Context: an optimization exercise on an open-source flow, tuned for small area. The choices shown serve that exercise and are no tape-out recipe.
At most, simulation tests tie the RTL to the original design; equivalence was not proved.
Power figures rest on the tool's default switching activity, not on a simulated workload.

north:
## sfr_top
module sfr_top (
    input  wire        clk,
    input  wire        rst,
    input  wire        evt_valid,
    input  wire [31:0] evt_data,
    output wire        evt_ready,
    output wire        rec_valid,
    output wire [2:0]  rec_port,
    output wire        rec_last,
    output wire [7:0]  rec_data,
    output wire [15:0] status,
    output wire [31:0] config_word,
    output wire [31:0] baud_word,
    output wire [31:0] stage_word
);
export LEC_CHECK = 0
export CAP_MARGIN = 20
export CORE_MARGIN = 2
export CORE_UTILIZATION = 75
export SLEW_MARGIN = 20
create_clock -name core_clock -period 10.0 [get_ports {clk}]
standard.sh (not shown) runs the stock make flow with config.mk's settings and CLKGATE_MAP_FILE= SYNTH_SCRIPT=/design/flow/synth_recipe.tcl, a recipe that flattens the netlist after the stock synthesis.
==> flow/flow/run.sh <==
#!/bin/bash
# Standard ORFS layout (the standard.sh, standard synthesis unchanged) with
# two placement/CTS options changed:
#  - port buffers use the smallest buffer (buf_1) instead of the default pick;
#  - CTS uses larger sink clusters and no dummy loads.
# All tool output goes to standard.log here; ORFS's own per-step logs stay
# under orfs/logs.
set -euo pipefail
cd "$(dirname "$0")/.."
CTS="-sink_clustering_enable -repair_clock_nets -dont_use_dummy_load"
CTS="$CTS -buf_list sky130_fd_sc_hd__clkbuf_4 -sink_clustering_size 10 -sink_clustering_max_diameter 30"
bash standard.sh \
  "BUFFER_PORTS_ARGS=-buffer_cell sky130_fd_sc_hd__buf_1" \
  "CTS_ARGS=$CTS" \
  finish > standard.log 2>&1
For south, these inputs were changed with respect to north:
diff --git a/flow/flow/run.sh b/flow/flow/run.sh
--- a/flow/flow/run.sh
+++ b/flow/flow/run.sh
@@ -11 +11 @@
-CTS="$CTS -buf_list sky130_fd_sc_hd__clkbuf_4 -sink_clustering_size 10 -sink_clustering_max_diameter 30"
+CTS="$CTS -buf_list sky130_fd_sc_hd__clkbuf_8 -sink_clustering_size 16 -sink_clustering_max_diameter 60"
diff --git a/flow/config.mk b/flow/config.mk
--- a/flow/config.mk
+++ b/flow/config.mk
@@ -7,0 +8 @@
+export ABC_AREA = 1
@@ -10 +11 @@
-export CORE_UTILIZATION = 75
+export CORE_UTILIZATION = 70
--- outcome ---
In the reports for south and north, the smaller final estimated routing congestion in global placement belongs to south. STATUS half-perimeter wire length after placement: south loses against north. Compare south and north | deepest level of the CTS H-tree lower: south. Taking north as the reference, in south count of cells along the worst hold path essentially unchanged, average vias per placed instance fell by 0.29, fmax climbed about 11%, maximum ir drop on the vdd rail saw an increase, buffer share of cell area ~0 delta.
Function was not checked in any run of this note: the RTL went through the layout flow alone.

========
sfr_top, a different RTL version from the one above (not shown whole).
Size in the first run: roughly 1900 cells after synthesis, ~1200 flip-flops, ~0.029 mm² of cells after synthesis.
clock: 10.0 ns
lec_check: 0
cap_margin: 20
core_margin: 2
core_utilization: 80
slew_margin: 20
==> flow/flow/run.sh <==
#!/bin/bash
# Standard ORFS layout (the standard.sh, standard synthesis unchanged) with
# three placement/CTS options changed to save cell area:
#  - port buffers use the smallest buffer (buf_1) instead of the default pick;
#  - CTS builds small clusters of clkbuf_4 and inserts no dummy loads;
#  - the tie cell made by synthesis is not split into one per load.
# All tool output goes to standard.log here; ORFS's own per-step logs stay
# under orfs/logs.
set -euo pipefail
cd "$(dirname "$0")/.."
CTS="-sink_clustering_enable -repair_clock_nets -dont_use_dummy_load"
CTS="$CTS -buf_list sky130_fd_sc_hd__clkbuf_4 -sink_clustering_size 12 -sink_clustering_max_diameter 30"
bash standard.sh \
  "BUFFER_PORTS_ARGS=-buffer_cell sky130_fd_sc_hd__buf_1" \
  "CTS_ARGS=$CTS" \
  SKIP_REPAIR_TIE_FANOUT=1 \
  finish > standard.log 2>&1
Rerun with:
--- a/flow/flow/run.sh
+++ b/flow/flow/run.sh
@@ -12 +12 @@
-CTS="$CTS -buf_list sky130_fd_sc_hd__clkbuf_4 -sink_clustering_size 12 -sink_clustering_max_diameter 30"
+CTS="$CTS -buf_list sky130_fd_sc_hd__clkbuf_4 -sink_clustering_size 10 -sink_clustering_max_diameter 30"
- CORE_UTILIZATION: 80 -> 75
=> The new run finished clean; wire length drops by roughly a tenth; utilization drops by 4.7 points; total power climbs slightly; worst hold slack gets better by 4.2 ps; final cell count climbs by a few percent; via count drops by a few percent; count of clock-buffer cells in the layout climbs by 14; critical path depth is unchanged; combinational power barely changes; register-to-register slack gets better by 350 ps; sequential power hardly moves.
Rerun with:
--- a/flow/flow/run.sh
+++ b/flow/flow/run.sh
@@ -3 +3 @@
-# three placement/CTS options changed to save cell area:
+# two placement/CTS options changed:
@@ -5,2 +5 @@
-#  - CTS builds small clusters of clkbuf_4 and inserts no dummy loads;
-#  - the tie cell made by synthesis is not split into one per load.
+#  - CTS uses larger sink clusters and no dummy loads.
@@ -12 +11 @@
-CTS="$CTS -buf_list sky130_fd_sc_hd__clkbuf_4 -sink_clustering_size 10 -sink_clustering_max_diameter 30"
+CTS="$CTS -buf_list sky130_fd_sc_hd__clkbuf_16 -sink_clustering_size 26 -sink_clustering_max_diameter 40"
@@ -16 +14,0 @@
-  SKIP_REPAIR_TIE_FANOUT=1 \
After rerunning: The new run produced a clean layout. Count of clock-buffer cells in the layout went down by 65. Fmax came out lower by 5.7%. Sequential cell count stays the same. Die area does not change. Total power is higher by 14%.
Rerun with:
--- a/flow/flow/run.sh
+++ b/flow/flow/run.sh
@@ -3 +3 @@
-# two placement/CTS options changed:
+# three placement/CTS options changed to save cell area:
@@ -5 +5,2 @@
-#  - CTS uses larger sink clusters and no dummy loads.
+#  - CTS builds small clusters of clkbuf_4 and inserts no dummy loads;
+#  - the tie cell made by synthesis is not split into one per load.
@@ -11 +12 @@
-CTS="$CTS -buf_list sky130_fd_sc_hd__clkbuf_16 -sink_clustering_size 26 -sink_clustering_max_diameter 40"
+CTS="$CTS -buf_list sky130_fd_sc_hd__clkbuf_4 -sink_clustering_size 10 -sink_clustering_max_diameter 30"
@@ -14,0 +16 @@
+  SKIP_REPAIR_TIE_FANOUT=1 \
- CORE_UTILIZATION: 75 -> 80
What happened: The changed run went through all stages and came out clean; non-clock buffer count decreases by 2; power decreases by roughly a tenth; clock-buffer cell count grows by 61; final area decreases by a few percent; maximum frequency rises by a few percent; worst hold slack gains 19 ps; final cell count fell slightly.
Rerun with:
--- a/flow/flow/run.sh
+++ b/flow/flow/run.sh
@@ -3 +3 @@
-# three placement/CTS options changed to save cell area:
+# two placement/CTS options changed:
@@ -5,2 +5 @@
-#  - CTS builds small clusters of clkbuf_4 and inserts no dummy loads;
-#  - the tie cell made by synthesis is not split into one per load.
+#  - CTS uses larger sink clusters and no dummy loads.
@@ -16 +14,0 @@
-  SKIP_REPAIR_TIE_FANOUT=1 \
- CORE_UTILIZATION: 80 -> 75
The new run passed the timing, DRC and antenna checks.
Sequential share of layout area went down by 0.73 points.
Design area went up by about 0.9%.
Power went up by 0.41%.
Count of clock-buffer cells in the layout went up by 5.
Final cell count went up by about 4%.
First-iteration DRC count went down by about 44%.
Sequential power hardly moves.
Routed wire length went down by about 5%.
Clock skew went up by 5.4 ps.
Rerun with:
--- a/flow/flow/run.sh
+++ b/flow/flow/run.sh
@@ -14,0 +15 @@
+  SKIP_REPAIR_TIE_FANOUT=1 \
Effect:
- setup slack improved by 140 ps
- fmax rises by a few percent
- power shrinks slightly
- hold slack degrades by 4.5 ps
- count of clock-buffer cells in the layout drops by 1
- via count fell slightly

## afterwards: timing with drivers on the ports
No port has a modelled driver above. Below, the same layouts with a new extraction and two added sets of constraints. Step 1 sets driving cells, clkbuf_16 on the clock port and buf_2 on the other inputs (assumed; they add their load-dependent delay and slew). Step 2 also shifts input and output timing later by t, the mid clock arrival at the registers, as if the neighbouring blocks saw the same clock. Three values: ideal ports, drivers, drivers and shift; two values: the first two.
run | shift t [ns] | slack for setup (ns) | worst slew at a driven data input, ns | pins driven straight from the clock port
north | 0.877 | 3.500 / 3.443 / 4.321 | 0.04 | 1
south | 0.702 | 4.143 / 4.086 / 4.788 | 0.04 | 1
the first run of note 2 | 0.857 | 3.779 / 3.721 / 4.458 | 0.06 | 1
the second run of note 2 | 0.831 | 3.945 / 3.891 / 4.687 | 0.06 | 1
the third run of note 2 | 0.656 | 3.582 / 3.523 / 4.179 | 0.06 | 1
the fourth run of note 2 | 0.852 | 3.760 / 3.710 / 4.403 | 0.06 | 1
the fifth run of note 2 | 0.861 | 3.800 / 3.749 / 4.428 | 0.05 | 1
the sixth run of note 2 | 0.831 | 3.945 / 3.891 / 4.687 | 0.06 | 1
After both steps every run listed still meets setup and hold.
